This is an optimization exercise on Yosys and OpenROAD, whose aim is small area, a short achievable clock period and few clock cycles, not a production implementation.
Only simulation tests tie the RTL to the original design; equivalence was not proved.
Power figures rest on the tool's default switching activity, not on a simulated workload.

Design fex_core, start of the top module:
module fex_core (
    input  wire        clk,
    input  wire        rst,
    output reg         mem_valid,
    output reg         mem_we,
    output wire [15:0] mem_addr,
    output wire [3:0]  mem_bank,
    output reg  [7:0]  mem_wdata,
    input  wire        mem_ready,
    input  wire [7:0]  mem_rdata,
    output wire        in_ready,
    input  wire        in_valid,
    input  wire [7:0]  in_data,
    input  wire        in_end,
    output wire        out_valid,
    output wire [7:0]  out_data,
    output wire        halted,
    output reg  [1:0]  fault,
    input  wire [2:0]  dbg_sel,
    output wire [15:0] dbg_data
);
For scale: roughly 2300 cells after synthesis, about 190 flip-flops, about 83 I/O pins.
make LEC_CHECK=0 CAP_MARGIN=20 CORE_MARGIN=2 CORE_UTILIZATION=40 SETUP_SLACK_MARGIN=3.7 SLEW_MARGIN=20 finish   # period 8.0 ns
run.sh (not shown) runs the stock make flow with config.mk's settings and CLKGATE_MAP_FILE= SYNTH_SCRIPT=/design/flow/synth_recipe.tcl, a recipe that flattens the netlist after the stock synthesis.
Testbench counts at the start, summed over its fixed seeds: cycles 145,563.
==> next run, changes <==
Settings changed: SETUP_SLACK_MARGIN 3.7 to 3.3.
After rerunning:
- worst setup slack loses 0.31 ns
- global-route usage fell by 0.89 points
- final area came out lower by 6.1%
- die area is unchanged
- final cell count is lower by 2.0%
- combinational power decreases by 10%
- clock power is lower by about 2%
- sequential cell count does not change
==> next run, changes <==
Settings changed: PLACE_DENSITY set to 0.5, SETUP_SLACK_MARGIN 3.3 to 3.5.
After rerunning: Worst hold slack hardly moves. Sequential cell count does not change. Critical path depth falls by 2. Non-clock buffer count rises by 28. Cell area rises slightly. Global-route usage rises by 2.1 points. Clock power falls by a little under a tenth. Core utilization rises by 0.88 points. Combinational power rises by a few percent. Die area does not change. First-iteration DRC count falls by about a fifth.
==> next run, changes <==
Settings changed: PLACE_DENSITY 0.5 to unset.
Clock-buffer cell count went up by 4.
Cell area goes up by 0.52%.
Fmax increases by 3.0%.
Worst setup slack improves by 0.13 ns.
Sequential share of layout area fell by 0.11 points.
Die area stays the same.
Utilization goes up by 0.25 points.

---

fex_core, a different RTL version from the one above (not shown whole).
Size in the first run: roughly 200 flip-flops, ~83 I/O pins, roughly 0.018 mm2 of cells after synthesis.
Settings: LEC_CHECK=0, CAP_MARGIN=20, CORE_MARGIN=2, CORE_UTILIZATION=60, PLACE_DENSITY=0.75, SETUP_SLACK_MARGIN=3.5, SLEW_MARGIN=20; clock period 8.0 ns.
Testbench counts at the start, summed over its fixed seeds: cycles 145,563.
Edit:
CORE_UTILIZATION = 40   (was 60)
PLACE_DENSITY = not set   (was 0.75)
Effect: Total power drops slightly. Utilization drops by 25 points. Global-route usage drops by 15 points. Cell count climbs by a little under a tenth. Hold slack got worse by 10 ps. Wire length climbs by a few percent. Non-clock buffer count drops by 10. Die area climbs by well over a third.
Edit:
CTS_BUF_LIST = sky130_fd_sc_hd__clkbuf_4 sky130_fd_sc_hd__clkbuf_8   (was not set)
Routed wire length went up slightly.
Setup slack improves by 99 ps.
Final cell count goes up slightly.
Global-route usage came out higher by 0.24 points.
Core utilization is higher by 0.20 points.

---

Setup of red:
fex_core, a different RTL version from the one above (not shown whole).
For scale: ~2400 cells after synthesis, about 83 I/O pins, about 18000 um^2 of cells after synthesis.
==> flow/config.mk <==
export PLATFORM = sky130hd
export DESIGN_NAME = fex_core
export DESIGN_NICKNAME = fex_core
export VERILOG_FILES = /design/flow/design.v
export SDC_FILE = /design/flow/constraint.sdc
export NUM_CORES = 4
export LEC_CHECK = 0
export CAP_MARGIN = 20
export CORE_MARGIN = 2
export CORE_UTILIZATION = 40
export SLEW_MARGIN = 20
==> flow/constraint.sdc <==
create_clock -name core_clock -period 8.0 [get_ports {clk}]
set_input_delay 1.6000 -clock core_clock [delete_from_list [all_inputs] [get_ports {clk}]]
set_output_delay 1.6000 -clock core_clock [all_outputs]
set_load 0.01 [all_outputs]
Testbench counts of red, summed over its fixed seeds: cycles 151,979.
### red -> blue
# red
export LEC_CHECK = 0
export CAP_MARGIN = 20
export CORE_MARGIN = 2
export CORE_UTILIZATION = 40
export SLEW_MARGIN = 20
create_clock -name core_clock -period 8.0 [get_ports {clk}]
# blue
export LEC_CHECK = 0
export CAP_MARGIN = 20
export CORE_MARGIN = 2
export CORE_UTILIZATION = 40
export SETUP_SLACK_MARGIN = 4.2
export SLEW_MARGIN = 20
create_clock -name core_clock -period 8.0 [get_ports {clk}]
==> results.txt <==
Looking at global-route met3 utilization, blue sits 1.6 points above red. Side by side, worst IR drop on VDD turned out lower in blue than in red. Compared with red, blue instantiates a larger number of cells. When blue is measured against red, its areal power density over the cells turns out 5.8 nW/um^2 lower. Final number of setup-violating endpoints came out exactly the same in red and blue. Highest cell delay on the worst timing path (lower): blue. blue vs red — post-detailed-placement cell area climbed by a few percent.

---

== the reference run ==
Starting RTL as in the previous note.
// fex_core
module fex_core (
    input  wire        clk,
    input  wire        rst,
    output reg         mem_valid,
    output reg         mem_we,
    output wire [15:0] mem_addr,
    output wire [3:0]  mem_bank,
    output reg  [7:0]  mem_wdata,
    input  wire        mem_ready,
    input  wire [7:0]  mem_rdata,
    output wire        in_ready,
    input  wire        in_valid,
    input  wire [7:0]  in_data,
    input  wire        in_end,
    output wire        out_valid,
    output wire [7:0]  out_data,
    output wire        halted,
    output reg  [1:0]  fault,
    input  wire [2:0]  dbg_sel,
    output wire [15:0] dbg_data
);
    localparam [4:0] S_F0   = 5'd0,    
                     S_F1   = 5'd1,    
                     S_F2   = 5'd2,    
                     S_F3   = 5'd3,    
                     S_L1   = 5'd4,    
                     S_L2   = 5'd5,    
                     S_W1   = 5'd6,    
                     S_W2   = 5'd7,    
  ...
clock: 8.0 ns
lec_check: 0
abc_area: 1
cap_margin: 20
core_margin: 2
core_utilization: 40
slew_margin: 20
Testbench counts of the reference run, summed over its fixed seeds: cycles 151,979.
Setup changes, the reference run to the trial run
- SETUP_SLACK_MARGIN: unset -> 3.5
- ABC_AREA: 1 -> unset
- Average wire per cell in the routed design grows by more than 10% when moving from the reference run to the trial run.
- Count of clock-buffer cells in the layout was lower in the reference run than in the trial run.
- Side by side, total power turned out lower in the trial run than in the reference run.
- Share of total power in combinational logic: the trial run vs the reference run down 5.8 points
- The peak per-stage delay on the critical path number comes out higher for the reference run vs the trial run.
- The trial run vs the reference run — length of routed met2 wiring dropped slightly
- On cell area, the trial run does worse than the reference run.
- Changes observed in the trial run relative to the reference run: first-pass GRT wire length higher, multiplexer share of the synthesized area shows an increase of 7.8 points, routed wire length went up.

==> port drivers added, routing unchanged <==
How much do the figures lean on ideal ports? The routed layouts below were timed once more, with nothing changed but the port constraints. Step 1 sets driving cells, clkbuf_16 on the clock port and buf_2 on the other inputs (assumed; they add their load-dependent delay and slew). Step 2, shift: input delay + t, output delay - t, t = (earliest + latest rising clock arrival at the registers) / 2. This alone moves slack from input paths to output paths. Three values: ideal ports, drivers, drivers and shift; two values: the first two.
run | t, ns | setup slack, ns | hold slack, ns | worst data-port slew with drivers (ns) | pins driven straight from the clock port
the first run of note 1 | 0.533 | 3.587 / 3.399 / 3.262 | 0.462 / 0.462 / 0.462 | 0.19 | 1
the second run of note 1 | 0.571 | 3.280 / 3.259 / 2.743 | 0.464 / 0.464 / 0.464 | 0.09 | 1
the third run of note 1 | 0.565 | 3.406 / 3.322 / 2.884 | 0.462 / 0.462 / 0.462 | 0.22 | 1
the fourth run of note 1 | 0.529 | 3.540 / 3.391 / 3.060 | 0.466 / 0.466 / 0.466 | 0.17 | 1
the first run of note 2 | 0.596 | 3.377 / 3.288 / 2.928 | 0.468 / 0.468 / 0.468 | 0.14 | 1
the second run of note 2 | 0.635 | 3.404 / 3.342 / 2.980 | 0.458 / 0.458 / 0.458 | 0.15 | 1
the third run of note 2 | 0.653 | 3.503 / 3.391 / 2.931 | 0.457 / 0.457 / 0.457 | 0.15 | 1
red | 0.647 | 1.584 / 1.559 / 1.559 | 0.459 / 0.459 / 0.459 | 0.04 | 1
blue | 0.623 | 3.638 / 3.456 / 3.368 | 0.459 / 0.459 / 0.459 | 0.20 | 1
the reference run | 0.647 | 1.493 / 1.465 / 1.465 | 0.471 / 0.471 / 0.471 | 0.08 | 1
the trial run | 0.649 | 3.474 / 3.445 / 2.994 | 0.457 / 0.457 / 0.457 | 0.11 | 1
After both steps setup and hold are still met in every run listed. For the third run of note 2, which loses most, drivers alone change the setup slack by -0.112 ns; drivers and shift together by -0.572 ns.
